Context: an optimization exercise on an open-source flow, tuned for small area. The choices shown serve that exercise and are no tape-out recipe.
Only simulation tests tie the RTL to the original design; equivalence was not proved.
No activity file was given, so power comes from the tool's default toggle rates.

### flow/config.mk
export PLATFORM = sky130hd
export DESIGN_NAME = rpirf_pltc
export DESIGN_NICKNAME = rpirf_pltc
export VERILOG_FILES = /design/flow/design.v
export SDC_FILE = /design/flow/constraint.sdc
export NUM_CORES = 4
export LEC_CHECK = 0
export CAP_MARGIN = 20
export CORE_MARGIN = 2
export CORE_UTILIZATION = 40
export SLEW_MARGIN = 20
### flow/constraint.sdc
create_clock -name core_clock -period 12.0 [get_ports {clk}]
set_input_delay 2.4000 -clock core_clock [delete_from_list [all_inputs] [get_ports {clk}]]
set_output_delay 2.4000 -clock core_clock [all_outputs]
set_load 0.01 [all_outputs]
### flow/design.v
module pltc_lut (
    input  wire [2:0]  idx,
    output reg  [31:0] w0,
    output reg  [31:0] w1
);
    always @(*) begin
        case (idx)
            3'd0: begin w0 = 32'h1F01015E; w1 = 32'h01030301; end
            3'd1: begin w0 = 32'h0A01028A; w1 = 32'h01020201; end
            3'd2: begin w0 = 32'h471E0064; w1 = 32'h06090B04; end
            3'd3: begin w0 = 32'h0601017C; w1 = 32'h01030301; end
            3'd4: begin w0 = 32'h0E0601F4; w1 = 32'h01020201; end
            3'd5: begin w0 = 32'h0A0100C8; w1 = 32'h01010501; end
            default: begin w0 = 32'h0; w1 = 32'h0; end
        endcase
    end
endmodule
module pltc_encoder (
    input  wire [63:0] code,
    input  wire [31:0] bitlen,
    output wire [7:0]  pos0,
    output wire        widen
);
    wire        nz  = |code;
    wire        e5  = |code[63:32];
    wire [31:0] x32 = e5 ? code[63:32] : code[31:0];
    wire        e4  = |x32[31:16];
    wire [15:0] x16 = e4 ? x32[31:16] : x32[15:0];
    wire        e3  = |x16[15:8];
    wire [7:0]  x8  = e3 ? x16[15:8] : x16[7:0];
    wire        e2  = |x8[7:4];
    wire [3:0]  x4  = e2 ? x8[7:4] : x8[3:0];
    wire        e1  = |x4[3:2];
    wire [1:0]  x2  = e1 ? x4[3:2] : x4[1:0];
    wire        e0  = x2[1];
    wire [5:0]  msb = {e5, e4, e3, e2, e1, e0};
    wire [7:0]  m   = nz ? ({2'b00, msb} - 8'd2) : 8'hFD;
    wire        big = |bitlen[31:7];
    wire [7:0]  bm1 = {1'b0, bitlen[6:0]} - 8'd1;        
    wire        mgt = (m ^ 8'h80) > (bm1 ^ 8'h80);      
    assign pos0  = big ? 8'd127 : (mgt ? m : bm1);
    assign widen = (|code[63:25]) | (code[24] & (|code[23:0]));
endmodule
module rpirf_pltc (
    input  wire        clk,
    input  wire        rst,           
    input  wire        bus_valid,
    input  wire        bus_we,
    input  wire [7:0]  bus_addr,
    input  wire [31:0] bus_wdata,
    output reg  [31:0] bus_rdata,
    output reg         bus_err,
    output reg         drv_req,
    output reg  [1:0]  drv_op,
    input  wire        drv_ack,
    input  wire        drv_err,
    output wire        line_level,
    output wire        line_owned
);
    localparam [1:0] ST_NONE = 2'd0, ST_ENABLED = 2'd1, ST_DISABLED = 2'd2;
    localparam [3:0] R_OK = 4'd0, R_NOT_INIT = 4'd1, R_DOUBLE_TEARDOWN = 4'd2,
                     R_IO = 4'd3, R_RELEASE = 4'd4, R_ACQUIRE = 4'd5,
                     R_BAD_PROTOCOL = 4'd6, R_LINE_OWNED = 4'd7, R_BAD_CMD = 4'd8;
    localparam [1:0] OP_SET_LOW = 2'b00, OP_SET_HIGH = 2'b01,
                     OP_ACQUIRE = 2'b10, OP_RELEASE = 2'b11;
    reg [1:0]  state;
    reg        busy;
    reg        reject;
    reg [3:0]  result;
    reg [31:0] arg_proto, arg_repeat, arg_pulse, arg_bitlen;
    reg [31:0] code_lo, code_hi;
    reg [2:0]  dev_proto;
    reg [31:0] dev_repeat, dev_pulse, dev_bitlen;
    reg        level, owned;
    reg [63:0] lcode;         
    reg [31:0] rem;           
    reg [7:0]  pos;           
    reg [7:0]  pos0;          
    reg        in_sync;       
    reg [31:0] rep;           
    reg [31:0] pcnt;          
    reg [6:0]  hcnt;          
    reg [3:0]  presc;         
    assign line_level = level;
    assign line_owned = owned;
    wire [31:0] dev_w0, dev_w1;
    pltc_lut u_lut_dev (.idx(dev_proto), .w0(dev_w0), .w1(dev_w1));
    wire [31:0] rd_w0, rd_w1;
    pltc_lut u_lut_rd (.idx(bus_addr[5:3]), .w0(rd_w0), .w1(rd_w1));
    wire [63:0] code = {code_hi, code_lo};
    wire [7:0]  enc_pos0;
    wire        enc_widen;
    pltc_encoder u_enc (.code(code), .bitlen(dev_bitlen), .pos0(enc_pos0), .widen(enc_widen));
    wire [31:0] txlen = enc_widen ? 32'd32 : dev_bitlen;
    wire       str_bit = lcode[pos[5:0]];
    wire       is_zero = !pos[7] && (pos[6] || !str_bit);
    wire       hold_hi = drv_op[0];
    wire [6:0] cur_n   = in_sync ? (hold_hi ? dev_w0[22:16] : dev_w0[30:24]) :
                         is_zero ? (hold_hi ? dev_w1[6:0]   : dev_w1[14:8])  :
                                   (hold_hi ? dev_w1[22:16] : dev_w1[30:24]);
    wire       pulse_zero = (dev_pulse == 32'd0);
    wire       last_bit   = (rem == 32'd1);
    wire       pos_step   = (rem[31:8] == 24'd0) && !(rem[7] && (rem[6:0] != 7'd0));
    wire       tick       = (presc == 4'd9);
    wire       unit_end   = (pcnt == dev_pulse);
    wire       hold_end   = (hcnt == cur_n);
    wire acc_ok = bus_valid && (bus_addr[1:0] == 2'b00);
    wire wr_cmd = acc_ok && bus_we && (bus_addr == 8'h00);
    reg [31:0] rd_val;
    always @(*) begin
        rd_val = 32'd0;
        if (bus_addr[7:6] == 2'b01)
            rd_val = bus_addr[2] ? rd_w1 : rd_w0;
        else if (bus_addr[7:6] == 2'b00) begin
            case (bus_addr[5:2])
                4'h1: rd_val = {24'd0, result, reject, busy, state};
                4'h2: rd_val = arg_proto;
                4'h3: rd_val = arg_repeat;
                4'h4: rd_val = arg_pulse;
                4'h5: rd_val = arg_bitlen;
                4'h6: rd_val = code_lo;
                4'h7: rd_val = code_hi;
                4'h8: rd_val = {29'd0, dev_proto};
                4'h9: rd_val = dev_repeat;
                4'hA: rd_val = dev_pulse;
                4'hB: rd_val = dev_bitlen;
                4'hC: rd_val = {30'd0, owned, level};
                default: rd_val = 32'd0;
            endcase
        end
    end
    always @(posedge clk)
        bus_rdata <= rd_val;
    wire cmd_ok   = wr_cmd && !busy;
    wire init_acc = cmd_ok && (bus_wdata == 32'd1) && !(state == ST_ENABLED || owned) &&
                    (arg_proto >= 32'd1) && (arg_proto <= 32'd6);
    wire send_acc = cmd_ok && (bus_wdata == 32'd2) && (state == ST_ENABLED);
    wire holding  = busy && !drv_req;
    wire ack_ok   = busy && drv_req && drv_ack && !drv_err && !drv_op[1];
    wire advance  = (ack_ok && !drv_op[0] && pulse_zero && !in_sync) ||
                    (holding && tick && !drv_op[1] && !drv_op[0] && unit_end && hold_end && !in_sync);
    wire restart  = holding && tick && drv_op[1];
    always @(posedge clk) begin
        if (!holding) begin
            presc <= 4'd0;
            pcnt  <= 32'd1;
            hcnt  <= 7'd1;
        end else if (!tick) begin
            presc <= presc + 4'd1;
        end else begin
            presc <= 4'd0;
            if (!unit_end)
                pcnt <= pcnt + 32'd1;
            else begin
                pcnt <= 32'd1;
                hcnt <= hold_end ? 7'd1 : hcnt + 7'd1;
            end
        end
        if (init_acc) begin
            pos0  <= {5'd0, arg_proto[2:0] - 3'd1};
            lcode <= {arg_repeat, arg_pulse};
            rem   <= arg_bitlen;
        end else if (send_acc) begin
            lcode   <= code;
            pos0    <= enc_pos0;
            pos     <= enc_pos0;
            rem     <= txlen;
            in_sync <= (txlen == 32'd0);
            rep     <= 32'd1;
        end else if (advance) begin
            rem     <= rem - 32'd1;
            if (pos_step)
                pos <= pos - 8'd1;
            in_sync <= last_bit;
        end else if (restart) begin
            rep     <= rep + 32'd1;
            rem     <= dev_bitlen;
            pos     <= pos0;
            in_sync <= (dev_bitlen == 32'd0);
        end
    end
    always @(posedge clk) begin
        if (rst) begin
            state       <= ST_NONE;
            busy        <= 1'b0;
            reject      <= 1'b0;
            result      <= R_OK;
            arg_proto   <= 32'd0;
            arg_repeat  <= 32'd0;
            arg_pulse   <= 32'd0;
            arg_bitlen  <= 32'd0;
            code_lo     <= 32'd0;
            code_hi     <= 32'd0;
            dev_proto   <= 3'd0;
            dev_repeat  <= 32'd0;
            dev_pulse   <= 32'd0;
            dev_bitlen  <= 32'd0;
            level       <= 1'b0;
            owned       <= 1'b0;
            drv_req     <= 1'b0;
            bus_err     <= 1'b0;
        end else begin
            bus_err <= bus_valid && (bus_addr[1:0] != 2'b00);
            if (acc_ok && bus_we) begin
                case (bus_addr)
                    8'h08: arg_proto  <= bus_wdata;
                    8'h0C: arg_repeat <= bus_wdata;
                    8'h10: arg_pulse  <= bus_wdata;
                    8'h14: arg_bitlen <= bus_wdata;
                    8'h18: code_lo    <= bus_wdata;
                    8'h1C: code_hi    <= bus_wdata;
                    default: ;
                endcase
            end
            if (wr_cmd) begin
                if (busy) begin
                    reject <= 1'b1;
                end else begin
                    reject <= 1'b0;
                    case (bus_wdata)
                        32'd1: begin  
                            if (state == ST_ENABLED || owned)
                                result <= R_LINE_OWNED;
                            else if (arg_proto < 32'd1 || arg_proto > 32'd6)
                                result <= R_BAD_PROTOCOL;
                            else begin
                                busy    <= 1'b1;
                                drv_req <= 1'b1;
                                drv_op  <= OP_ACQUIRE;
                            end
                        end
                        32'd2: begin  
                            if (state != ST_ENABLED)
                                result <= R_NOT_INIT;
                            else begin
                                if (enc_widen)
                                    dev_bitlen <= 32'd32;
                                if (dev_repeat == 32'd0)
                                    result <= R_OK;
                                else begin
                                    busy    <= 1'b1;
                                    drv_req <= 1'b1;
                                    drv_op  <= OP_SET_HIGH;
                                end
                            end
                        end
                        32'd3: begin  
                            if (state == ST_NONE)
                                result <= R_NOT_INIT;
                            else if (state == ST_DISABLED)
                                result <= R_DOUBLE_TEARDOWN;
                            else begin
                                busy    <= 1'b1;
                                drv_req <= 1'b1;
                                drv_op  <= OP_RELEASE;
                            end
                        end
                        default: result <= R_BAD_CMD;
                    endcase
                end
            end
            if (busy) begin
                if (drv_req) begin
                    if (drv_ack) begin
                        drv_req <= 1'b0;
                        if (drv_op[1]) begin
                            if (!drv_op[0]) begin  
                                if (drv_err)
                                    result <= R_ACQUIRE;
                                else begin
                                    dev_proto  <= pos0[2:0];
                                    dev_repeat <= lcode[63:32];
                                    dev_pulse  <= lcode[31:0];
                                    dev_bitlen <= rem;
                                    state      <= ST_ENABLED;
                                    owned      <= 1'b1;
                                    level      <= 1'b0;
                                    result     <= R_OK;
                                end
                            end else begin         
                                if (drv_err) begin
                                    state  <= ST_ENABLED;
                                    result <= R_RELEASE;
                                end else begin
                                    state  <= ST_DISABLED;
                                    owned  <= 1'b0;
                                    result <= R_OK;
                                end
                            end
                            busy <= 1'b0;
                        end else if (drv_err) begin
                            result <= R_IO;
                            busy   <= 1'b0;
                        end else if (drv_op[0]) begin  
                            level <= 1'b1;
                            if (pulse_zero) begin
                                drv_req <= 1'b1;
                                drv_op  <= OP_SET_LOW;
                            end
                        end else begin                 
                            level <= 1'b0;
                            if (!pulse_zero)
                                ;                      
                            else if (in_sync)
                                drv_op <= OP_ACQUIRE;  
                            else begin
                                drv_req <= 1'b1;
                                drv_op  <= OP_SET_HIGH;
                            end
                        end
                    end
                end else if (tick) begin
                    if (drv_op[1]) begin               
                        if (rep == dev_repeat) begin
                            result <= R_OK;
                            busy   <= 1'b0;
                        end else begin
                            drv_req <= 1'b1;
                            drv_op  <= OP_SET_HIGH;
                        end
                    end else if (unit_end && hold_end) begin
                        if (drv_op[0]) begin           
                            drv_req <= 1'b1;
                            drv_op  <= OP_SET_LOW;
                        end else if (in_sync)
                            drv_op <= OP_ACQUIRE;      
                        else begin
                            drv_req <= 1'b1;
                            drv_op  <= OP_SET_HIGH;
                        end
                    end
                end
            end
        end
    end
endmodule
### flow/run.sh
#!/bin/bash
# synth_recipe.tcl (not shown) runs the flow's synth.tcl, then flattens the netlist and writes it again
# the make line also repeats each setting of config.mk as NAME=value (left out here)
make -C /OpenROAD-flow-scripts/flow DESIGN_CONFIG=/design/flow/config.mk WORK_HOME=/design/flow/orfs CLKGATE_MAP_FILE= SYNTH_SCRIPT=/design/flow/synth_recipe.tcl finish
==> metrics.md, run 1 <==
| Metric | Value |
|---|---|
| Status | `no timing/DRC/antenna violations` |
| Clock transition at path regs | `0.06 ns` |
| Most frequent cells in the layout | `718 x nand2_1, 383 x dfxtp_1, 364 x a21oi_1, 188 x nor2_1, 143 x nand3_1` |
| Fmax | `144.1 MHz` |
| Post-CTS Hold Buffers | `0` |
| Synthesized netlist cell count | `3186` |
| Final core occ | `0.4598` |
| Most common cell after layout, fill and taps aside | `nand2_1` |
| Resized cells post-CTS | `0` |
| CTS Buf Count | `60` |
| DRC | `0` |
| Post-Place Cells | `3964` |
| Fin crit period | `6.939 ns` |
| Mean Syn Cell Area | `8.417 µm²` |
| Largest stage delay, worst path | `0.78 ns` |
| Post-synth cell types | `89` |
| Non-filler cells, final | `4079` |
| Routed length per placed instance | `29.43 µm` |
| Final worst-path cycle share | `0.5782` |
| Unrepaired setup endpoints after global routing | `false` |
| CP arrival | `7.20 ns` |
| Cell Area, Synth | `26820 µm²` |
| Slew Limit Fails | `0` |
| Setup bufs post-CTS | `0` |
| Clock Sinks | `525` |
| CTS tree | `yes` |
| Die ar. | `69130 µm²` |
| Gp weighted congestion | `1.030` |
| Initial DRC count | `4108` |
| Power, Total | `3.868 mW` |
| Share of the synthesized area in the top cell type | `0.2859` |
| PortBufs | `83` |
| CP max-delay cell | `buf_4` |
| DR pass1 iterations | `10` |
| Max-Cap Viols | `0` |
| Asr flop ratio synth | `0` |
| Post-Syn Nets | `3255` |
| Synth area leader | `dfxtp_1` |
| Worst Clk Skew | `0.01814 ns` |
| Synth top area cells | `dfxtp_1 29%, edfxtp_1 16%, nand2_1 10%` |
| Worst-path fanout max | `67` |
| Largest net degree at the start of global routing | `154` |
| WL final | `120000 µm` |
| Crit path launch type | `primary input` |
| H-tree levels | `2` |
| Gr usage total | `0.3373` |
| Root Driver | `clkbuf_16` |
| Initial antenna violation count | `3` |
| Clk Latency, worst-skew pair | `0.65 ns` |
| Worst Path Required | `12.26 ns` |
| Top_reg_cell synth | `dfxtp_1` |
| Area after DPL | `28290 µm²` |
| First-pass GRT wire length | `171800 µm` |
| Setup ws final | `5.061 ns` |
| R2R Setup Slk | `5.53 ns` |
| P per Cell Area | `127.3 nW/µm²` |
| Register-to-Register Path Depth | `21` |
| Worst-case clock buffer depth | `3` |
| Worst VDD drop | `0.0001373 V` |
| Initial Utilization | `0.4057` |
| Area Overhead vs Synth | `13.33%` |
| WHS Path Cells | `2` |
| Crit end category | `register` |
| Vias in the first global route | `23910` |
| Worst Tran Pin Value | `1.182 ns` |
| Final setup viols | `0` |
| DP HPWL | `85690 µm` |
| Pleak | `10.14 nW` |
| Final ANT Viol Nets | `0` |
| Die height | `262.9 µm` |
| Nets | `3231` |
| Post-Route Setup TNS | `0 ns` |
| Final hold viol count | `0` |
| Slew HR | `0.2121` |
| Via count | `25820` |
| Register area share after synthesis | `0.4449` |
| Global route overflow | `0` |
| Worst Hold Margin | `0.4621 ns` |
| Hold WC Path Type | `reg2reg` |
| Yosys reg bits | `525` |
| EDFF count, synth | `142` |
| Die width | `262.9 µm` |
| Core area | `66100 µm²` |
| Place WS | `4.703 ns` |
| Design area | `30390 µm²` |
| Yosys warnings | `2` |
| Row count | `94` |
| IO Count | `84` |
| Setup CP Type | `in2reg` |
| Share of layout cells above drive strength 1 | `0.08836` |
| Fill cells | `6488` |
| Worst-path cell chain | `clkdlybuf4s50_1, nor2_1, and4_1, nand2_1, nor4_1, and2_1, and3_1, or2_4, buf_4` |
| Vias per cell | `6.331` |
routing by layer:
metal	wire length, µm	GRT usage
met3	13490	0.07899
met4	10340	0.2466
met5	0	0
met1	46520	0.4391
met2	49700	0.4885
flip-flops by register name, indices dropped and copies added (netlist names), 4 cells and up:
signal      cells
arg_bitlen     32
arg_proto      32
arg_pulse      32
arg_repeat     32
bus_rdata      32
code_hi        32
code_lo        32
dev_bitlen     32
dev_pulse      32
dev_repeat     32
hcnt            7
lcode          64
pcnt           32
pos             8
pos0            8
presc           4
rem            32
rep            32
result          4
layout make-up:
cell class	count	area (µm²)	area share
tap	864	1081	0.03557
antenna	1	2.502	0.00008234
inverter	44	167.7	0.005517
clock buffer	87	1859	0.06118
multi-input combinational	2403	13940	0.4588
sequential	525	11930	0.3926
clock inverter	27	227.7	0.007493
timing repair buffer	128	1177	0.03874
worst max-delay path: cells and delay by family:
kind                   cells  cell delay [ns]
buffers and inverters      2             1.22
and+or+nand+nor            7             3.41
Yosys cell counts (all sizes together) (37+ instances only):
library cell	count
a22oi	77
dfxtp	383
clkbuf	190
nor2	195
inv	41
and3	37
nor4	63
nand4	39
nor3	44
mux2	74
xor2	61
edfxtp	142
xnor2	106
a21oi	365
nand3	143
o21ai	73
nand2	726
final timing paths:
path | start | end
max | bus_addr[6] | lcode[51]
min | pos0[7] | pos0[7]
max reg2reg | code_hi[9] | pos[7]
min reg2reg | pos0[7] | pos0[7]
cell families after synthesis:
kind of cell	after synthesis	synth area share
AOI/OAI and AO/OA	733	0.1718
xor gates and xnor gates	167	0.05454
adders and majority gates	23	0.01073
buffers and inverters	258	0.03858
DFF	525	0.4449
muxes	107	0.04964
and+or+nand+nor	1373	0.2298
power by group:
| part | internal, mW | total, mW | switching [mW] |
|---|---|---|---|
| logic | 0.0327 | 0.125 | 0.0921 |
| clock network | 1.12 | 1.93 | 0.807 |
| registers | 1.81 | 1.81 | 0.00243 |
==> run 2, diff against run 1 <==
--- a/flow/design.v
+++ b/flow/design.v
@@ -82,4 +82,5 @@
     reg [6:0]  hcnt;          
     reg [3:0]  presc;         
+    reg        start;         
     assign line_level = level;
     assign line_owned = owned;
@@ -92,5 +93,4 @@
     wire        enc_widen;
     pltc_encoder u_enc (.code(code), .bitlen(dev_bitlen), .pos0(enc_pos0), .widen(enc_widen));
-    wire [31:0] txlen = enc_widen ? 32'd32 : dev_bitlen;
     wire       str_bit = lcode[pos[5:0]];
     wire       is_zero = !pos[7] && (pos[6] || !str_bit);
@@ -103,31 +103,23 @@
     wire       pos_step   = (rem[31:8] == 24'd0) && !(rem[7] && (rem[6:0] != 7'd0));
     wire       tick       = (presc == 4'd9);
-    wire       unit_end   = (pcnt == dev_pulse);
+    wire       unit_end   = (pcnt == 32'd1);
     wire       hold_end   = (hcnt == cur_n);
     wire acc_ok = bus_valid && (bus_addr[1:0] == 2'b00);
     wire wr_cmd = acc_ok && bus_we && (bus_addr == 8'h00);
-    reg [31:0] rd_val;
-    always @(*) begin
-        rd_val = 32'd0;
-        if (bus_addr[7:6] == 2'b01)
-            rd_val = bus_addr[2] ? rd_w1 : rd_w0;
-        else if (bus_addr[7:6] == 2'b00) begin
-            case (bus_addr[5:2])
-                4'h1: rd_val = {24'd0, result, reject, busy, state};
-                4'h2: rd_val = arg_proto;
-                4'h3: rd_val = arg_repeat;
-                4'h4: rd_val = arg_pulse;
-                4'h5: rd_val = arg_bitlen;
-                4'h6: rd_val = code_lo;
-                4'h7: rd_val = code_hi;
-                4'h8: rd_val = {29'd0, dev_proto};
-                4'h9: rd_val = dev_repeat;
-                4'hA: rd_val = dev_pulse;
-                4'hB: rd_val = dev_bitlen;
-                4'hC: rd_val = {30'd0, owned, level};
-                default: rd_val = 32'd0;
-            endcase
-        end
-    end
+    wire [5:0] ra = bus_addr[7:2];
+    wire [31:0] rd_val =
+        ({32{ra == 6'h01}} & {24'd0, result, reject, busy, state}) |
+        ({32{ra == 6'h02}} & arg_proto)  |
+        ({32{ra == 6'h03}} & arg_repeat) |
+        ({32{ra == 6'h04}} & arg_pulse)  |
+        ({32{ra == 6'h05}} & arg_bitlen) |
+        ({32{ra == 6'h06}} & code_lo)    |
+        ({32{ra == 6'h07}} & code_hi)    |
+        ({32{ra == 6'h08}} & {29'd0, dev_proto}) |
+        ({32{ra == 6'h09}} & dev_repeat) |
+        ({32{ra == 6'h0A}} & dev_pulse)  |
+        ({32{ra == 6'h0B}} & dev_bitlen) |
+        ({32{ra == 6'h0C}} & {30'd0, owned, level}) |
+        ({32{ra[5:4] == 2'b01}} & (ra[0] ? rd_w1 : rd_w0));
     always @(posedge clk)
         bus_rdata <= rd_val;
@@ -141,42 +133,43 @@
                     (holding && tick && !drv_op[1] && !drv_op[0] && unit_end && hold_end && !in_sync);
     wire restart  = holding && tick && drv_op[1];
+    wire       load_bits = start || restart;
+    wire       unit_tick = tick && unit_end;
+    wire       hold_done = unit_tick && hold_end;
     always @(posedge clk) begin
-        if (!holding) begin
-            presc <= 4'd0;
-            pcnt  <= 32'd1;
-            hcnt  <= 7'd1;
-        end else if (!tick) begin
-            presc <= presc + 4'd1;
-        end else begin
-            presc <= 4'd0;
-            if (!unit_end)
-                pcnt <= pcnt + 32'd1;
-            else begin
-                pcnt <= 32'd1;
-                hcnt <= hold_end ? 7'd1 : hcnt + 7'd1;
-            end
-        end
-        if (init_acc) begin
-            pos0  <= {5'd0, arg_proto[2:0] - 3'd1};
-            lcode <= {arg_repeat, arg_pulse};
-            rem   <= arg_bitlen;
-        end else if (send_acc) begin
-            lcode   <= code;
-            pos0    <= enc_pos0;
-            pos     <= enc_pos0;
-            rem     <= txlen;
-            in_sync <= (txlen == 32'd0);
-            rep     <= 32'd1;
-        end else if (advance) begin
-            rem     <= rem - 32'd1;
-            if (pos_step)
-                pos <= pos - 8'd1;
-            in_sync <= last_bit;
-        end else if (restart) begin
-            rep     <= rep + 32'd1;
-            rem     <= dev_bitlen;
-            pos     <= pos0;
-            in_sync <= (dev_bitlen == 32'd0);
+        start <= send_acc;
+        presc <= (holding && !tick) ? presc + 4'd1 : 4'd0;
+        pcnt  <= (!holding || unit_tick) ? dev_pulse : pcnt - {31'd0, tick};
+        hcnt  <= (!holding || hold_done) ? 7'd1 : hcnt + {6'd0, unit_tick};
+        rep   <= send_acc ? dev_repeat : rep - {31'd0, restart};
+        rem   <= init_acc  ? arg_bitlen :
+                 load_bits ? dev_bitlen : rem - {31'd0, advance};
+        pos   <= load_bits ? pos0 : pos - {7'd0, advance && pos_step};
+        in_sync <= load_bits ? (dev_bitlen == 32'd0) : (advance ? last_bit : in_sync);
+        lcode <= ({64{init_acc}} & {arg_repeat, arg_pulse}) |
+                 ({64{send_acc}} & code) |
+                 ({64{!(init_acc || send_acc)}} & lcode);
+        if (init_acc)
+            pos0 <= {5'd0, arg_proto[2:0] - 3'd1};
+        else if (send_acc)
+            pos0 <= enc_pos0;
+    end
+    wire [31:0] wd     = bus_wdata & {32{~rst}};
+    wire        wr_acc = acc_ok && bus_we;
+    wire        init_done = busy && drv_req && drv_ack && !drv_err && drv_op == OP_ACQUIRE;
+    wire        widen_now = send_acc && enc_widen;
+    always @(posedge clk) begin
+        if (rst || (wr_acc && bus_addr == 8'h08)) arg_proto  <= wd;
+        if (rst || (wr_acc && bus_addr == 8'h0C)) arg_repeat <= wd;
+        if (rst || (wr_acc && bus_addr == 8'h10)) arg_pulse  <= wd;
+        if (rst || (wr_acc && bus_addr == 8'h14)) arg_bitlen <= wd;
+        if (rst || (wr_acc && bus_addr == 8'h18)) code_lo    <= wd;
+        if (rst || (wr_acc && bus_addr == 8'h1C)) code_hi    <= wd;
+        if (rst || init_done) begin
+            dev_proto  <= pos0[2:0]    & {3{~rst}};
+            dev_repeat <= lcode[63:32] & {32{~rst}};
+            dev_pulse  <= lcode[31:0]  & {32{~rst}};
         end
+        if (rst || init_done || widen_now)
+            dev_bitlen <= (init_done ? rem : 32'd32) & {32{~rst}};
     end
     always @(posedge clk) begin
@@ -186,14 +179,4 @@
             reject      <= 1'b0;
             result      <= R_OK;
-            arg_proto   <= 32'd0;
-            arg_repeat  <= 32'd0;
-            arg_pulse   <= 32'd0;
-            arg_bitlen  <= 32'd0;
-            code_lo     <= 32'd0;
-            code_hi     <= 32'd0;
-            dev_proto   <= 3'd0;
-            dev_repeat  <= 32'd0;
-            dev_pulse   <= 32'd0;
-            dev_bitlen  <= 32'd0;
             level       <= 1'b0;
             owned       <= 1'b0;
@@ -202,15 +185,4 @@
         end else begin
             bus_err <= bus_valid && (bus_addr[1:0] != 2'b00);
-            if (acc_ok && bus_we) begin
-                case (bus_addr)
-                    8'h08: arg_proto  <= bus_wdata;
-                    8'h0C: arg_repeat <= bus_wdata;
-                    8'h10: arg_pulse  <= bus_wdata;
-                    8'h14: arg_bitlen <= bus_wdata;
-                    8'h18: code_lo    <= bus_wdata;
-                    8'h1C: code_hi    <= bus_wdata;
-                    default: ;
-                endcase
-            end
             if (wr_cmd) begin
                 if (busy) begin
@@ -234,6 +206,4 @@
                                 result <= R_NOT_INIT;
                             else begin
-                                if (enc_widen)
-                                    dev_bitlen <= 32'd32;
                                 if (dev_repeat == 32'd0)
                                     result <= R_OK;
@@ -269,8 +239,4 @@
                                     result <= R_ACQUIRE;
                                 else begin
-                                    dev_proto  <= pos0[2:0];
-                                    dev_repeat <= lcode[63:32];
-                                    dev_pulse  <= lcode[31:0];
-                                    dev_bitlen <= rem;
                                     state      <= ST_ENABLED;
                                     owned      <= 1'b1;
@@ -312,5 +278,5 @@
                 end else if (tick) begin
                     if (drv_op[1]) begin               
-                        if (rep == dev_repeat) begin
+                        if (rep == 32'd1) begin
                             result <= R_OK;
                             busy   <= 1'b0;
==> flow/flow/run.sh (new file) <==
#!/bin/bash
# The standard layout (standard.sh) with two changes:
#  - clock tree: clkbuf_8 sink buffers on clusters of at most 16 sinks and
#    50 um, and no dummy loads (the tree is not balanced with extra loads)
#  - port buffers: the smallest buffer cell, buf_1
# Each tool's full output is in orfs/logs/ (ORFS) and standard.log here.
export CTS_ARGS="-sink_clustering_enable -repair_clock_nets -dont_use_dummy_load -sink_clustering_size 16 -sink_clustering_max_diameter 50 -buf_list sky130_fd_sc_hd__clkbuf_8"
export BUFFER_PORTS_ARGS="-buffer_cell sky130_fd_sc_hd__buf_1"
bash standard.sh > standard.log 2>&1
==> flow/standard.sh (new file) <==
#!/bin/bash
# synth_recipe.tcl (not shown) runs the flow's synth.tcl, then flattens the netlist and writes it again
# the make line also repeats each setting of config.mk as NAME=value (left out here)
make -C /OpenROAD-flow-scripts/flow DESIGN_CONFIG=/design/flow/config.mk WORK_HOME=/design/flow/orfs CLKGATE_MAP_FILE= SYNTH_SCRIPT=/design/flow/synth_recipe.tcl "${@:-finish}"
--- a/flow/config.mk
+++ b/flow/config.mk
@@ -8,4 +8,4 @@
 export CAP_MARGIN = 20
 export CORE_MARGIN = 2
-export CORE_UTILIZATION = 40
+export CORE_UTILIZATION = 60
 export SLEW_MARGIN = 20
removed: flow/run.sh
==> run 2 against run 1 <==
  * Via count fell by 22%
  * Critical path depth rose by 1
  * Clock power is about 50% lower
  * Synthesized area decreased by 8.9%
  * Worst hold slack worse by 0.0025 ns
  * Final cell count decreased by 28%
  * Core utilization grew 19 points
  * Non-clock buffer count is 10 lower
  * First-iteration DRC count shrank 17%
  * Final area down 15%
  * Highest routed layer is now met5
  * Global-route usage rose by 8.8 points
==> metrics.md, run 2 <==
| Metric | Value |
|---|---|
| Worst Hold Margin | `0.4596 ns` |
| Initial DRC count | `3427` |
| Place WS | `4.488 ns` |
| Row count | `73` |
| Post-Route Setup TNS | `0 ns` |
| Gp weighted congestion | `1.068` |
| EDFF count, synth | `297` |
| Initial Utilization | `0.6118` |
| Reg with most FFs | `lcode` |
| Clk Latency, worst-skew pair | `0.70 ns` |
| PortBufs | `83` |
| Fin crit period | `6.887 ns` |
| Reg-to-Reg Start | `pos[2]` |
| Setup CP Type | `in2reg` |
| Cell Area, Synth | `24420 µm²` |
| Register area share after synthesis | `0.5530` |
| Largest stage delay, worst path | `0.89 ns` |
| Worst-case clock buffer depth | `3` |
| IO Count | `84` |
| H-tree levels | `2` |
| Post-Syn Nets | `2427` |
| Worst Clk Skew | `0.1141 ns` |
| CTS tree | `yes` |
| Most frequent cell after synthesis | `nand2_1` |
| Share of layout cells above drive strength 1 | `0.05669` |
| P_int | `2.426 mW` |
| Max-Cap Viols | `0` |
| Crit end category | `register` |
| CTS Buf Count | `51` |
| Yosys reg bits | `526` |
| Mean Syn Cell Area | `10.37 µm²` |
| Root Driver | `clkbuf_8` |
| Register-to-Register Path Depth | `19` |
| Crit path capture | `dev_bitlen[11]` |
| Initial antenna violation count | `3` |
| Most common cell after layout, fill and taps aside | `nand2_1` |
| R2R Setup Slk | `5.73 ns` |
| Worst-path fanout max | `57` |
| Power, Total | `3.252 mW` |
| Max reg flops | `64` |
| Pleak | `9.262 nW` |
| Fmax | `145.2 MHz` |
| Top_reg_cell synth | `edfxtp_1` |
| Synth area leader | `edfxtp_1` |
| Asr flop ratio synth | `0` |
| Global route overflow | `0` |
| Via count | `20240` |
| Worst Path Required | `12.27 ns` |
| Setup ws final | `5.113 ns` |
| Min-delay src | `lcode[33]` |
| Final hold viol count | `0` |
| Vias per cell | `6.918` |
| DP HPWL | `65490 µm` |
| DR pass1 iterations | `7` |
| Gr usage total | `0.4248` |
| Synthesized netlist cell count | `2355` |
| Routed length per placed instance | `30.48 µm` |
| Hold WC Path Type | `reg2reg` |
| Largest net degree at the start of global routing | `90` |
| Clock Sinks | `526` |
| Status | `no timing/DRC/antenna violations` |
| Slew Limit Fails | `0` |
| Synth top area cells | `edfxtp_1 37%, dfxtp_1 19%, nand2_1 5.5%` |
| Clock power share | `0.295` |
| Post-synth cell types | `90` |
| Crit path launch type | `primary input` |
| Slew HR | `0.2430` |
| Sequential fraction of design power | `0.648` |
| Worst-path cell chain | `buf_1, nor4_1, nand4_1, nor3_1, buf_4, nand3_1, clkinv_2, buf_4, a21o_1, buf_4` |
| Most frequent CP cell | `buf_4` |
| Share of the synthesized area in the top cell type | `0.3652` |
| FF-to-FF End | `rem[25]` |
| Switching Fraction | `0.2538` |
| Final worst-path cycle share | `0.5739` |
| CP arrival | `7.15 ns` |
| Die height | `205.7 µm` |
| Die width | `205.7 µm` |
| P per Cell Area | `125.6 nW/µm²` |
| Crit path launch | `bus_wdata[26]` |
| Area Overhead vs Synth | `5.985%` |
| Setup bufs post-CTS | `0` |
| Most frequent cells in the layout | `357 x nand2_1, 297 x edfxtp_1, 229 x dfxtp_1, 157 x o21ai_0, 136 x nor2_1` |
| First-pass GRT wire length | `128000 µm` |
| Vias in the first global route | `18750` |
| Top cells by count, synth | `358 x nand2_1, 297 x edfxtp_1, 229 x dfxtp_1` |
| Resized cells post-CTS | `0` |
| DRC | `0` |
| Yosys warnings | `2` |
| Final ANT Viol Nets | `0` |
| Core area | `39910 µm²` |
| CP max-delay cell | `nor4_1` |
| Die ar. | `42330 µm²` |
| Final setup viols | `0` |
| Nets | `2473` |
| Unrepaired setup endpoints after global routing | `false` |
| Worst VDD drop | `0.0001144 V` |
| Post-CTS Hold Buffers | `0` |
| WL final | `89160 µm` |
| Combinational share of power | `0.057` |
| Worst Tran Pin Value | `1.133 ns` |
| Clock transition at path regs | `0.07 ns` |
| Net Sw Power | `0.8254 mW` |
==> run 2: changes by cell type in the layout (fill, tap and decap cells not counted), sizes merged, moves of 71 or more <==
cell	before	now
nand2	726	358
edfxtp	142	297
dfxtp	383	229
clkdlybuf4s50	82	0
buf	46	117
nand3	143	44
nor2b	13	106
o21ai	73	160
a21oi	365	92
==> run 2: critical path, delay by kind of cell <==
family	cells	cell delay, ns
AO/OA/AOI/OAI	1	0.19
buffers and inverters	5	1.98
AND/OR/NAND/NOR	4	2.53
==> run 2: worst min-delay path by stage <==
stage	to	slack [ns]	depth (start not counted)
5_1_grt	lcode[44]	0.47	2
3_5_place_dp	lcode[44]	0.45	2
3_3_place_gp	lcode[37]	0.44	2
2_1_floorplan	pos[3]	0.42	2
4_1_cts	lcode[38]	0.45	2
6_report	lcode[33]	0.46	2
==> run 2: layer usage <==
| layer | track usage | share of wire | vias to the layer above |
|---|---|---|---|
| li1 | - | - | 8768 |
| met1 | 0.5760 | 0.38 | 9691 |
| met2 | 0.6257 | 0.43 | 1516 |
| met3 | 0.1246 | 0.14 | 259 |
| met4 | 0.2053 | 0.056 | 2 |
| met5 | 0 | 0.000079 | - |
==> run 2: power groups by stage <==
| stage | registers (mW) | clock network [mW] | logic [mW] |
|---|---|---|---|
| floorplan | 2.08 | 0 | 0.104 |
| global placement | 2.14 | 0 | 0.176 |
| detailed placement | 2.14 | 0 | 0.178 |
| CTS | 2.10 | 0.961 | 0.179 |
| global route | 2.11 | 1.03 | 0.196 |
| finish | 2.11 | 0.958 | 0.186 |
==> run 2: cell families after synthesis <==
kind of cell / after synthesis / synth area share
buffers and inverters: 163 / 0.02736
adder cells (fa/ha/maj): 27 / 0.01373
AND/OR/NAND/NOR: 948 / 0.1916
AO/OA/AOI/OAI: 543 / 0.1505
flip-flops: 526 / 0.5530
multiplexers: 40 / 0.02511
XOR/XNOR: 108 / 0.03874
==> run 2: area by class of cell <==
type | count | area, µm²
Fill cell | 3215 | 14030
Sequential cell | 526 | 13500
Multi-Input combinational cell | 1666 | 10300
Clock buffer | 51 | 701.9
Tap cell | 525 | 656.9
Timing Repair Buffer | 118 | 575.6
Inverter | 38 | 143.9
Antenna cell | 1 | 2.502
==> run 2: metrics by stage <==
stage / cells / utilization / area, µm²
after floorplan: 2355 / - / 24420
after global placement: 2872 / 0.6306 / 25170
after detailed placement: 2873 / 0.6307 / 25180
after CTS: 2924 / 0.6483 / 25880
after global routing: 2924 / 0.6483 / 25880
final: 2925 / 0.6484 / 25880
==> run 3, diff against run 2 <==
--- a/flow/design.v
+++ b/flow/design.v
@@ -108,4 +108,5 @@
     wire wr_cmd = acc_ok && bus_we && (bus_addr == 8'h00);
     wire [5:0] ra = bus_addr[7:2];
+    wire       dev_ok = (state != ST_NONE);    
     wire [31:0] rd_val =
         ({32{ra == 6'h01}} & {24'd0, result, reject, busy, state}) |
@@ -116,8 +117,8 @@
         ({32{ra == 6'h06}} & code_lo)    |
         ({32{ra == 6'h07}} & code_hi)    |
-        ({32{ra == 6'h08}} & {29'd0, dev_proto}) |
-        ({32{ra == 6'h09}} & dev_repeat) |
-        ({32{ra == 6'h0A}} & dev_pulse)  |
-        ({32{ra == 6'h0B}} & dev_bitlen) |
+        ({32{ra == 6'h08 && dev_ok}} & {29'd0, dev_proto}) |
+        ({32{ra == 6'h09 && dev_ok}} & dev_repeat) |
+        ({32{ra == 6'h0A && dev_ok}} & dev_pulse)  |
+        ({32{ra == 6'h0B && dev_ok}} & dev_bitlen) |
         ({32{ra == 6'h0C}} & {30'd0, owned, level}) |
         ({32{ra[5:4] == 2'b01}} & (ra[0] ? rd_w1 : rd_w0));
@@ -165,11 +166,11 @@
         if (rst || (wr_acc && bus_addr == 8'h18)) code_lo    <= wd;
         if (rst || (wr_acc && bus_addr == 8'h1C)) code_hi    <= wd;
-        if (rst || init_done) begin
-            dev_proto  <= pos0[2:0]    & {3{~rst}};
-            dev_repeat <= lcode[63:32] & {32{~rst}};
-            dev_pulse  <= lcode[31:0]  & {32{~rst}};
+        if (init_done) begin
+            dev_proto  <= pos0[2:0];
+            dev_repeat <= lcode[63:32];
+            dev_pulse  <= lcode[31:0];
         end
-        if (rst || init_done || widen_now)
-            dev_bitlen <= (init_done ? rem : 32'd32) & {32{~rst}};
+        if (init_done || widen_now)
+            dev_bitlen <= widen_now ? 32'd32 : rem;
     end
     always @(posedge clk) begin
==> flow/flow/run.sh (replaced) <==
#!/bin/bash
# The standard layout (standard.sh), with three changes:
#  - synthesis: the standard synthesis script, except that ABC maps the
#    logic with flow/area.abc (area-oriented mapping) in place of the
#    speed script; everything else (flip-flop mapping, flatten, renames)
#    is synth_recipe.tcl unchanged
#  - clock tree: clkbuf_8 sink buffers on clusters of at most 16 sinks and
#    50 um, and no dummy loads
#  - port buffers: the smallest buffer cell, buf_1
# ORFS writes each step's full log under orfs/logs/; make's own output is
# in standard.log here.
set -euo pipefail
W=$PWD
{
  echo "# ABC with the area script in flow/area.abc"
  echo "proc abc {args} {"
  echo "  set i [lsearch -exact \$args -script]"
  echo "  if {\$i >= 0} { lset args [expr {\$i + 1}] $W/flow/area.abc }"
  echo "  yosys abc {*}\$args"
  echo "}"
  cat "$W/synth_recipe.tcl"
} > "$W/flow/my_synth.tcl"
sed "s|SYNTH_SCRIPT=[^ ]*|SYNTH_SCRIPT=$W/flow/my_synth.tcl|" standard.sh > "$W/flow/my_standard.sh"
grep -q "SYNTH_SCRIPT=$W/flow/my_synth.tcl" "$W/flow/my_standard.sh"
export CTS_ARGS="-sink_clustering_enable -repair_clock_nets -dont_use_dummy_load -sink_clustering_size 16 -sink_clustering_max_diameter 50 -buf_list sky130_fd_sc_hd__clkbuf_8"
export BUFFER_PORTS_ARGS="-buffer_cell sky130_fd_sc_hd__buf_1"
bash "$W/flow/my_standard.sh" > standard.log 2>&1
==> flow/flow/area.abc (new file) <==
&get -n
&st
&dc2
&st
&dc2
&st
&dch -f
&nf -a -R 1000
&put
topo
stime -c
--- a/flow/config.mk
+++ b/flow/config.mk
@@ -8,4 +8,4 @@
 export CAP_MARGIN = 20
 export CORE_MARGIN = 2
-export CORE_UTILIZATION = 60
+export CORE_UTILIZATION = 70
 export SLEW_MARGIN = 20
==> run 3 against run 2 <==
  * Still clean
  * First-iteration DRC count up 11%
  * Final area decreased by 5.2%
  * Synthesized area is 6.9% lower
  * Clock skew is 0.033 ns lower
  * Power shrank 6.8%
  * Worst hold slack worse by 0.0030 ns
  * Clock-buffer cell count decreased by 6
  * Largest cell class unchanged
  * Highest routed layer unchanged
==> metrics.md, run 3 <==
| Metric | Value |
|---|---|
| Most frequent cells in the layout | `297 x edfxtp_1, 288 x nand2_1, 229 x dfxtp_1, 199 x nor2_1, 133 x a21oi_1` |
| Routed length per placed instance | `29.81 µm` |
| Row count | `65` |
| Resized cells post-CTS | `0` |
| Share of the synthesized area in the top cell type | `0.3923` |
| Crit path capture | `rem[28]` |
| Die ar. | `33940 µm²` |
| Max-Cap Viols | `0` |
| Synth area leader | `edfxtp_1` |
| Clk Latency, worst-skew pair | `0.63 ns` |
| Final worst-path cycle share | `0.7275` |
| DRC | `0` |
| P per Cell Area | `123.6 nW/µm²` |
| Worst Clk Skew | `0.08146 ns` |
| First-pass GRT wire length | `116800 µm` |
| H-tree levels | `2` |
| P_int | `2.329 mW` |
| Status | `no timing/DRC/antenna violations` |
| R2R Setup Slk | `3.27 ns` |
| Fmax | `114.5 MHz` |
| Sequential fraction of design power | `0.667` |
| Core area | `31800 µm²` |
| Clock Sinks | `526` |
| Register area share after synthesis | `0.5939` |
| Initial DRC count | `3815` |
| Setup CP Type | `reg2reg` |
| Initial antenna violation count | `3` |
| Combinational share of power | `0.039` |
| Largest net degree at the start of global routing | `87` |
| IO Count | `84` |
| CP arrival | `9.20 ns` |
| Vias in the first global route | `18520` |
| Most frequent cell after synthesis | `edfxtp_1` |
| Crit end category | `register` |
| Crit path launch type | `register` |
| Root Driver | `clkbuf_8` |
| Die width | `184.2 µm` |
| CTS tree | `yes` |
| Fin crit period | `8.730 ns` |
| Clock transition at path regs | `0.10 ns` |
| Top cells by count, synth | `297 x edfxtp_1, 288 x nand2_1, 229 x dfxtp_1` |
| Initial Utilization | `0.7150` |
| Vias per cell | `7.421` |
| WL final | `80320 µm` |
| Final setup viols | `0` |
| Mean Syn Cell Area | `10.84 µm²` |
| Yosys reg bits | `526` |
| DP HPWL | `57530 µm` |
| Worst-case clock buffer depth | `3` |
| Worst Tran Pin Value | `1.158 ns` |
| EDFF count, synth | `297` |
| Worst Path Required | `12.47 ns` |
| PortBufs | `83` |
| Most common cell after layout, fill and taps aside | `edfxtp_1` |
| Via count | `19990` |
| DR pass1 iterations | `13` |
| Register-to-Register Path Depth | `31` |
| Net Sw Power | `0.7010 mW` |
| Worst VDD drop | `0.0001469 V` |
| Gp weighted congestion | `1.113` |
| Worst-path fanout max | `9` |
| Non-filler cells, final | `2694` |
| Gr usage total | `0.4745` |
| Pleak | `8.847 nW` |
| Top_reg_cell synth | `edfxtp_1` |
| Synth top area cells | `edfxtp_1 39%, dfxtp_1 20%, nand2_1 4.8%` |
| Post-synth cell types | `52` |
| CTS Buf Count | `45` |
| Max reg flops | `64` |
| Share of layout cells above drive strength 1 | `0.04739` |
| CP max-delay cell | `nor4_1` |
| Post-Place Cells | `2648` |
| Yosys warnings | `2` |
| Slew Limit Fails | `0` |
| Die height | `184.2 µm` |
| Final hold viol count | `0` |
| Global route overflow | `0` |
| Fill cells | `2152` |
| Nets | `2332` |
| Switching Fraction | `0.2313` |
| Reg with most FFs | `lcode` |
| Crit path launch | `pos[1]` |
| Reg-to-Reg Start | `pos[1]` |
| Final ANT Viol Nets | `0` |
| Area Overhead vs Synth | `7.864%` |
| Cell Area, Synth | `22740 µm²` |
| Largest stage delay, worst path | `0.79 ns` |
| Asr flop ratio synth | `0` |
| Post-Route Setup TNS | `0 ns` |
| Clock power share | `0.294` |
| Setup bufs post-CTS | `0` |
| Unrepaired setup endpoints after global routing | `false` |
| Hold WC Path Type | `reg2reg` |
| FF-to-FF End | `rem[28]` |
| Post-CTS Hold Buffers | `0` |
| Slew HR | `0.2261` |
| Synthesized netlist cell count | `2098` |
| Post-Syn Nets | `2170` |
## run 3: changes by cell type after synthesis, sizes merged, moves of 20 or more
cell    before  now
clkbuf     110    0
nand2      358  288
nor2       145  212
o21ai      160  114
a21oi       92  134
a222oi      18   59
nor2b      106   68
inv         37    0
clkinv       1   35
and2        35    2
xnor2       71   49
a22oi      110   90
## run 3: routing by layer
metal,part of all wire,track usage
met2,0.41,0.6836
met3,0.18,0.1796
met1,0.33,0.6057
met5,0.00046,0.01185
met4,0.082,0.2982
## run 3: stage by stage
step | hold slack (ns) | util | instance area (µm²) | power [mW] | setup slack (ns)
finish | 0.4566 | 0.7712 | 24520 | 3.030 | 3.270
global route | 0.4751 | 0.7712 | 24520 | 3.090 | 2.581
CTS | 0.4566 | 0.7708 | 24510 | 3.011 | 3.615
detailed placement | 0.4384 | 0.7513 | 23890 | 2.169 | 3.660
global placement | 0.4299 | 0.7513 | 23890 | 2.164 | 3.989
floorplan | 0.4199 | - | 22740 | 2.088 | 2.722
## run 3: cells by family after synthesis
group | Yosys count | share of synthesized area
simple gates | 868 | 0.1795
fa+ha+maj | 26 | 0.01431
buf+inv | 36 | 0.006109
compound gates | 535 | 0.1580
flops | 526 | 0.5939
mux | 36 | 0.02086
xor+xnor | 71 | 0.02735
## run 3: final cells by class
| type | instances | area (µm²) | share of cell area |
|---|---|---|---|
| diodes | 1 | 2.502 | 0.0001020 |
| clock buffers | 45 | 619.3 | 0.02525 |
| inverters | 35 | 131.4 | 0.005357 |
| multi-input cells | 1536 | 9164 | 0.3737 |
| flip-flops and latches | 526 | 13500 | 0.5506 |
| well taps | 435 | 544.3 | 0.02219 |
| repair buffers | 116 | 560.5 | 0.02286 |
## run 3: worst max-delay path: cells and delay by family, from the launching register on
kind / cells / cell delay, ns
buf+inv: 2 / 0.37
compound gates: 12 / 2.69
simple gates: 13 / 4.07
xor+xnor: 2 / 0.28
fa+ha+maj: 2 / 0.53
flops: 1 / 0.70
## run 3: power by group through the flow
stage               combinational, mW  clock (mW)  sequential (mW)
global route                    0.122       0.945             2.02
finish                          0.118       0.892             2.02
detailed placement              0.112           0             2.06
CTS                             0.113       0.882             2.02
floorplan                      0.0539           0             2.03
global placement                0.110           0             2.05
## run 3: worst min path at each step
stage,endpoint,slack (ns),startpoint,cells past startpoint
after CTS,lcode[12],0.46,lcode[12],2
after floorplan,pos[4],0.42,pos0[4],2
after global placement,dev_repeat[12],0.43,lcode[44],0
after detailed placement,dev_repeat[26],0.44,lcode[58],0
final,pos[7],0.46,pos0[7],2
after global routing,dev_repeat[10],0.48,lcode[42],0
==> run 4, diff against run 3 <==
--- a/flow/design.v
+++ b/flow/design.v
@@ -107,5 +107,5 @@
     wire acc_ok = bus_valid && (bus_addr[1:0] == 2'b00);
     wire wr_cmd = acc_ok && bus_we && (bus_addr == 8'h00);
-    wire [5:0] ra = bus_addr[7:2];
+    wire [5:0] ra = bus_addr[7:2] & {6{~rst}};
     wire       dev_ok = (state != ST_NONE);    
     wire [31:0] rd_val =
==> run 4 against run 3 <==
  * Synthesized area rose by 0.17%
  * Still clean on timing, DRC and antenna
  * Critical path type unchanged
  * Via count fell by 0.99%
  * Register-to-register slack improved by 0.67 ns
  * Largest cell class unchanged
==> metrics.md, run 4 <==
| Metric | Value |
|---|---|
| Synth Area in Compound Gates | `0.1558` |
| Crit path launch type | `register` |
| Setup CP Type | `reg2reg` |
| Largest stage delay, worst path | `0.84 ns` |
| Row count | `66` |
| Gp weighted congestion | `1.060` |
| P per Cell Area | `123.1 nW/µm²` |
| Routed length per placed instance | `28.64 µm` |
| Initial DRC count | `4214` |
| Global route overflow | `0` |
| CTS Buf Count | `47` |
| Register area share after synthesis | `0.5929` |
| Initial Utilization | `0.7053` |
| Max-Cap Viols | `0` |
| Post-Route Setup TNS | `0 ns` |
| Reg with most FFs | `lcode` |
| Final ANT Viol Nets | `0` |
| Top_reg_cell synth | `edfxtp_1` |
| Worst VDD drop | `0.0001282 V` |
| Largest family of logic cells by synthesized area | `simple AND/OR/NAND/NOR gates` |
| Resized cells post-CTS | `0` |
| Area Overhead vs Synth | `8.345%` |
| Unrepaired setup endpoints after global routing | `false` |
| Yosys warnings | `2` |
| Nets | `2342` |
| Crit end category | `register` |
| Worst Path Required | `12.29 ns` |
| Worst Tran Pin Value | `1.279 ns` |
| Clock Sinks | `526` |
| Share of the synthesized area in the top cell type | `0.3916` |
| Status | `no timing/DRC/antenna violations` |
| Top cells by count, synth | `297 x edfxtp_1, 283 x nand2_1, 229 x dfxtp_1` |
| Mean Syn Cell Area | `10.80 µm²` |
| Multi-input gate area | `9248 µm²` |
| Worst-case clock buffer depth | `3` |
| Clock transition at path regs | `0.09 ns` |
| Die ar. | `33990 µm²` |
| Xor/xnor cell area share of the yosys netlist | `0.02769` |
| Fmax | `124.1 MHz` |
| IO Count | `84` |
| Root Driver | `clkbuf_8` |
| Die width | `184.4 µm` |
| Via count | `19800` |
| Clk Latency, worst-skew pair | `0.61 ns` |
| CP arrival | `8.35 ns` |
| Final setup viols | `0` |
| CP max-delay cell | `or4_1` |
| Share of layout cells above drive strength 1 | `0.05071` |
| Post-CTS Hold Buffers | `0` |
| Worst Clk Skew | `0.06468 ns` |
| Slew Limit Fails | `0` |
| Cell Area, Synth | `22770 µm²` |
| Slew HR | `0.1397` |
| Most frequent CP cell | `nor2_1` |
| Asr flop ratio synth | `0` |
| Most common cell after layout, fill and taps aside | `edfxtp_1` |
| Pleak | `8.683 nW` |
| Area after DPL | `23960 µm²` |
| Max reg flops | `64` |
| Vias per cell | `7.294` |
| Initial antenna violation count | `1` |
| Vias in the first global route | `17960` |
| Post-synthesis mux area share | `0.02126` |
| Fin crit period | `8.059 ns` |
| Most frequent cell after synthesis | `edfxtp_1` |
| Design area | `24670 µm²` |
| First-pass GRT wire length | `113100 µm` |
| Synth top area cells | `edfxtp_1 39%, dfxtp_1 20%, nand2_1 4.7%` |
| Hold WC Path Type | `reg2reg` |
| Synth area leader | `edfxtp_1` |
| Synthesized-area fraction occupied by adder cells | `0.01428` |
| CTS tree | `yes` |
| EDFF count, synth | `297` |
| Largest net degree at the start of global routing | `70` |
| Most frequent cells in the layout | `297 x edfxtp_1, 283 x nand2_1, 229 x dfxtp_1, 202 x nor2_1, 133 x o21ai_0` |
| Post-Syn Nets | `2181` |
| Register area | `13500 µm²` |
| Fill cells | `2182` |
| R2R Setup Slk | `3.94 ns` |
| Post-synth cell types | `56` |
| Die height | `184.4 µm` |
| PortBufs | `83` |
| Simple-gate share of the synthesized area | `0.1817` |
| Worst-path fanout max | `27` |
| DP HPWL | `55990 µm` |
| Synthesized netlist cell count | `2109` |
| H-tree levels | `2` |
| WL final | `77730 µm` |
| Gr usage total | `0.4562` |
| Final hold viol count | `0` |
| Final worst-path cycle share | `0.6716` |
| Core area | `32290 µm²` |
| Setup bufs post-CTS | `0` |
| DRC | `0` |
| DR pass1 iterations | `14` |
| Yosys reg bits | `526` |
==> run 4: cell count changes after synthesis, sizes merged, moves of 9 or more <==
cell    delta
a221o     -11
a222oi    +10
a22oi     -11
a31oi     +13
nor2       +9
o21ai     +19
==> run 4: layer usage <==
layer	part of all wire	global-route usage	vias up
li1	-	-	8429
met1	0.36	0.6284	9230
met2	0.42	0.6656	1862
met3	0.17	0.1654	274
met4	0.050	0.1718	0
met5	0	0	-
==> run 4: cell type report <==
class / count / area share
Sequential cell: 526 / 0.5472
Multi-Input combinational cell: 1545 / 0.3748
Clock buffer: 47 / 0.02622
Timing Repair Buffer: 113 / 0.02333
Tap cell: 442 / 0.02241
Inverter: 37 / 0.005629
Antenna cell: 4 / 0.0004057
==> run 4: power by group <==
group	internal [mW]	leakage, nW	switching, mW
clock network	0.350	0.338	0.557
logic	0.0292	3.72	0.0819
registers	1.96	4.62	0.0562
total	2.34	8.68	0.695
==> run 4: final timing paths <==
path / from / end / depth (start not counted)
setup / recovery: code_hi[2] / pos0[2] / 28
hold / removal: lcode[37] / lcode[37] / 2
setup reg to reg: code_hi[2] / pos0[2] / 28
hold reg to reg: lcode[37] / lcode[37] / 2
==> run 4: critical path: cells and delay by family, from the launching register on <==
family | cells | cell delay (ns)
flops | 1 | 0.44
fa+ha+maj | 2 | 0.51
mux | 2 | 0.56
buf+inv | 2 | 0.50
simple gates | 15 | 4.31
compound gates | 7 | 1.42
==> run 4: kinds of logic after synthesis <==
kind of cell / count (synthesis)
xor gates and xnor gates: 72
and+or+nand+nor: 874
DFF: 526
muxes: 37
buffers and inverters: 38
adders and majority gates: 26
AOI/OAI and AO/OA: 536
==> run 4: stage by stage <==
stage | power, mW | std cells | setup slack, ns | hold slack, ns | util
2_1_floorplan | 2.084 | 2109 | 2.985 | 0.4161 | -
3_3_place_gp | 2.154 | 2660 | 4.182 | 0.4231 | 0.7414
3_5_place_dp | 2.159 | 2661 | 3.997 | 0.4372 | 0.7420
4_1_cts | 3.017 | 2708 | 3.936 | 0.4518 | 0.7620
5_1_grt | 3.097 | 2710 | 3.581 | 0.4637 | 0.7639
6_report | 3.037 | 2714 | 3.941 | 0.4512 | 0.7642
==> run 5, diff against run 4 <==
--- a/flow/flow/run.sh
+++ b/flow/flow/run.sh
@@ -5,6 +5,6 @@
 #    speed script; everything else (flip-flop mapping, flatten, renames)
 #    is synth_recipe.tcl unchanged
-#  - clock tree: clkbuf_8 sink buffers on clusters of at most 16 sinks and
-#    50 um, and no dummy loads
+#  - clock tree: clkbuf_8 sink buffers on clusters of at most 18 sinks and
+#    55 um, and no dummy loads
 #  - port buffers: the smallest buffer cell, buf_1
 # ORFS writes each step's full log under orfs/logs/; make's own output is
@@ -23,5 +23,5 @@
 sed "s|SYNTH_SCRIPT=[^ ]*|SYNTH_SCRIPT=$W/flow/my_synth.tcl|" standard.sh > "$W/flow/my_standard.sh"
 grep -q "SYNTH_SCRIPT=$W/flow/my_synth.tcl" "$W/flow/my_standard.sh"
-export CTS_ARGS="-sink_clustering_enable -repair_clock_nets -dont_use_dummy_load -sink_clustering_size 16 -sink_clustering_max_diameter 50 -buf_list sky130_fd_sc_hd__clkbuf_8"
+export CTS_ARGS="-sink_clustering_enable -repair_clock_nets -dont_use_dummy_load -sink_clustering_size 18 -sink_clustering_max_diameter 55 -buf_list sky130_fd_sc_hd__clkbuf_8"
 export BUFFER_PORTS_ARGS="-buffer_cell sky130_fd_sc_hd__buf_1"
 bash "$W/flow/my_standard.sh" > standard.log 2>&1
--- a/flow/config.mk
+++ b/flow/config.mk
@@ -8,4 +8,4 @@
 export CAP_MARGIN = 20
 export CORE_MARGIN = 2
-export CORE_UTILIZATION = 70
+export CORE_UTILIZATION = 75
 export SLEW_MARGIN = 20
==> run 5 against run 4 <==
  * Final cell count fell by 2.4%
  * Via count rose by 2.6%
  * Sequential power barely moved
  * Global-route usage rose by 4.6 points
  * Final area fell by 0.67%
  * Synthesized area did not move
  * Die area fell by 6.5%
  * Combinational power barely moved
  * Worst hold slack got worse by 0.074 ns
  * Power fell by 1.9%
  * Critical path depth rose by 1
  * Clock skew barely moved
==> metrics.md, run 5 <==
| Metric | Value |
|---|---|
| Resized cells post-CTS | `0` |
| Reg with most FFs | `lcode` |
| Register-to-Register Path Depth | `29` |
| Core area | `29800 µm²` |
| Slew HR | `0.2208` |
| Register area share after synthesis | `0.5929` |
| Worst Path Required | `12.34 ns` |
| Gr usage total | `0.5021` |
| Clock Sinks | `526` |
| Via count | `20320` |
| Status | `no timing/DRC/antenna violations` |
| Final worst-path cycle share | `0.6517` |
| Unrepaired setup endpoints after global routing | `false` |
| Vias per cell | `7.669` |
| Clock transition at path regs | `0.11 ns` |
| Die height | `178.3 µm` |
| Crit path launch type | `register` |
| Worst VDD drop | `0.0001091 V` |
| Setup bufs post-CTS | `0` |
| Share of layout cells above drive strength 1 | `0.04648` |
| Worst Hold Margin | `0.3768 ns` |
| R2R Setup Slk | `4.18 ns` |
| Final core occ | `0.8225` |
| Multi-input gate area | `9253 µm²` |
| Synth Area in Compound Gates | `0.1558` |
| Most common cell after layout, fill and taps aside | `edfxtp_1` |
| WL final | `79810 µm` |
| Largest net degree at the start of global routing | `70` |
| Worst Clk Skew | `0.06511 ns` |
| Synthesized netlist cell count | `2109` |
| Place WS | `4.070 ns` |
| Post-synth cell types | `56` |
| Initial Utilization | `0.7643` |
| Crit path launch | `code_hi[4]` |
| DR pass1 iterations | `17` |
| H-tree levels | `2` |
| DP HPWL | `57200 µm` |
| Row count | `63` |
| Post-Route Setup TNS | `0 ns` |
| Worst-case clock buffer depth | `3` |
| Routed length per placed instance | `30.13 µm` |
| Max reg flops | `64` |
| Worst-path fanout max | `24` |
| Die ar. | `31770 µm²` |
| IO Count | `84` |
| PortBufs | `83` |
| Fill cells | `1627` |
| P per Cell Area | `121.5 nW/µm²` |
| Clk Latency, worst-skew pair | `0.61 ns` |
| Crit end category | `register` |
| Post-Syn Nets | `2181` |
| Root Driver | `clkbuf_8` |
| Reg-to-Reg Start | `code_hi[4]` |
| Yosys reg bits | `526` |
| Gp weighted congestion | `1.081` |
| Setup ws final | `4.180 ns` |
| Largest family of logic cells by synthesized area | `simple AND/OR/NAND/NOR gates` |
| Most frequent cells in the layout | `297 x edfxtp_1, 283 x nand2_1, 229 x dfxtp_1, 202 x nor2_1, 133 x o21ai_0` |
| Top_reg_cell synth | `edfxtp_1` |
| Post-synthesis mux area share | `0.02126` |
| Final setup viols | `0` |
| CP arrival | `8.16 ns` |
| EDFF count, synth | `297` |
| Vias in the first global route | `18710` |
| Synth area leader | `edfxtp_1` |
| Yosys warnings | `2` |
| First-pass GRT wire length | `116300 µm` |
| Crit path capture | `pos0[2]` |
| Slew Limit Fails | `0` |
| Initial DRC count | `4764` |
| Initial antenna violation count | `4` |
| Simple-gate share of the synthesized area | `0.1817` |
| Worst Tran Pin Value | `1.166 ns` |
| Largest stage delay, worst path | `0.82 ns` |
| Final ANT Viol Nets | `0` |
| Xor/xnor cell area share of the yosys netlist | `0.02769` |
| Max-Cap Viols | `0` |
| Non-filler cells, final | `2649` |
| Mean Syn Cell Area | `10.80 µm²` |
| Diodes inserted | `0` |
| Area Overhead vs Synth | `7.615%` |
| DRC | `0` |
| Final hold viol count | `0` |
| Asr flop ratio synth | `0` |
| Register area | `13500 µm²` |
| Min-delay src | `lcode[42]` |
| CTS Buf Count | `40` |
| Most frequent CP cell | `nor2_1` |
| Setup CP Type | `reg2reg` |
| Top cells by count, synth | `297 x edfxtp_1, 283 x nand2_1, 229 x dfxtp_1` |
| Cell Area, Synth | `22770 µm²` |
| CP max-delay cell | `or4_1` |
| Post-Place Cells | `2608` |
| FF-to-FF End | `pos0[2]` |
| Synth top area cells | `edfxtp_1 39%, dfxtp_1 20%, nand2_1 4.7%` |
| Synthesized-area fraction occupied by adder cells | `0.01428` |
| Post-CTS Hold Buffers | `0` |
| Global route overflow | `0` |
| Fin crit period | `7.820 ns` |
| Pleak | `8.629 nW` |
| CTS tree | `yes` |
| Nets | `2333` |
| Die width | `178.3 µm` |
| Fmax | `127.9 MHz` |
| Most frequent cell after synthesis | `edfxtp_1` |
| Share of the synthesized area in the top cell type | `0.3916` |
| Hold WC Path Type | `reg2reg` |
-- run 5: final cells by class --
type | count | area share
Clock buffer | 40 | 0.02246
Inverter | 37 | 0.005667
Multi-Input combinational cell | 1545 | 0.3775
Sequential cell | 526 | 0.5510
Tap cell | 390 | 0.01991
Timing Repair Buffer | 111 | 0.02348
-- run 5: worst min-delay path by stage --
stage | to | cells past startpoint
6_report | dev_repeat[10] | 0
5_1_grt | dev_repeat[10] | 0
4_1_cts | dev_repeat[10] | 0
3_5_place_dp | dev_repeat[10] | 0
3_3_place_gp | dev_repeat[10] | 0
2_1_floorplan | dev_repeat[10] | 0
-- run 5: through the flow --
step,area (µm²),power [mW]
after floorplan,22770,2.084
after global placement,23860,2.155
after detailed placement,23920,2.162
after CTS,24470,2.947
after global routing,24510,3.024
final,24510,2.979
-- run 5: power by group --
group / total (mW) / leakage, nW / internal, mW / switching [mW]
Sequential: 2.02 / 4.62 / 1.96 / 0.0585
Clock: 0.843 / 0.288 / 0.300 / 0.543
Combinational: 0.114 / 3.72 / 0.0298 / 0.0839
Total: 2.98 / 8.63 / 2.29 / 0.685
-- run 5: worst max-delay path: cells and delay by family (launching register included) --
kind            cells  cell delay (ns)
compound gates      7             1.38
buf+inv             2             0.49
fa+ha+maj           2             0.49
mux                 2             0.56
flops               1             0.47
simple gates       16             4.14
-- run 5: routing by layer --
layer  vias to the layer above  track usage  wire [µm]
li1                       8393            -          -
met1                      9379       0.6529      26400
met2                      2147       0.7256      33510
met3                       390       0.2349      15280
met4                         6       0.2117       4473
met5                         -      0.02083        148
-- run 5: kinds of logic after synthesis --
family	count (synthesis)
simple gates	874
compound gates	536
flops	526
xor+xnor	72
buf+inv	38
mux	37
fa+ha+maj	26

==> static timing again, ports no longer ideal <==
How much do the figures lean on ideal ports? The routed layouts below were timed once more, with nothing changed but the port constraints.
Step 1 assumes that a clkbuf_16 drives the clock port and a buf_2 every other input.
Step 2 times the ports against the registers' clock, not the clock port: input delays grow and output delays shrink by t, the midpoint of the rising clock arrivals with the driver on.
a / b / c = no drivers / after step 1 / after step 2; a / b = the first two.
| run | t (ns) | setup WS [ns] | worst hold slack (ns) |
|---|---|---|---|
| run 1 | 0.705 | 5.061 / 5.105 / 4.400 | 0.462 / 0.462 / 0.462 |
| run 2 | 0.700 | 5.113 / 5.147 / 4.448 | 0.460 / 0.460 / 0.460 |
| run 3 | 0.635 | 3.270 / 3.270 / 3.270 | 0.457 / 0.457 / 0.457 |
| run 4 | 0.632 | 3.941 / 3.941 / 3.941 | 0.451 / 0.451 / 0.451 |
| run 5 | 0.625 | 4.180 / 4.180 / 4.180 | 0.377 / 0.377 / 0.377 |
After both steps setup and hold are still met in every run listed. For run 2, which loses most, drivers alone change the setup slack by +0.034 ns; drivers and shift together by -0.665 ns.
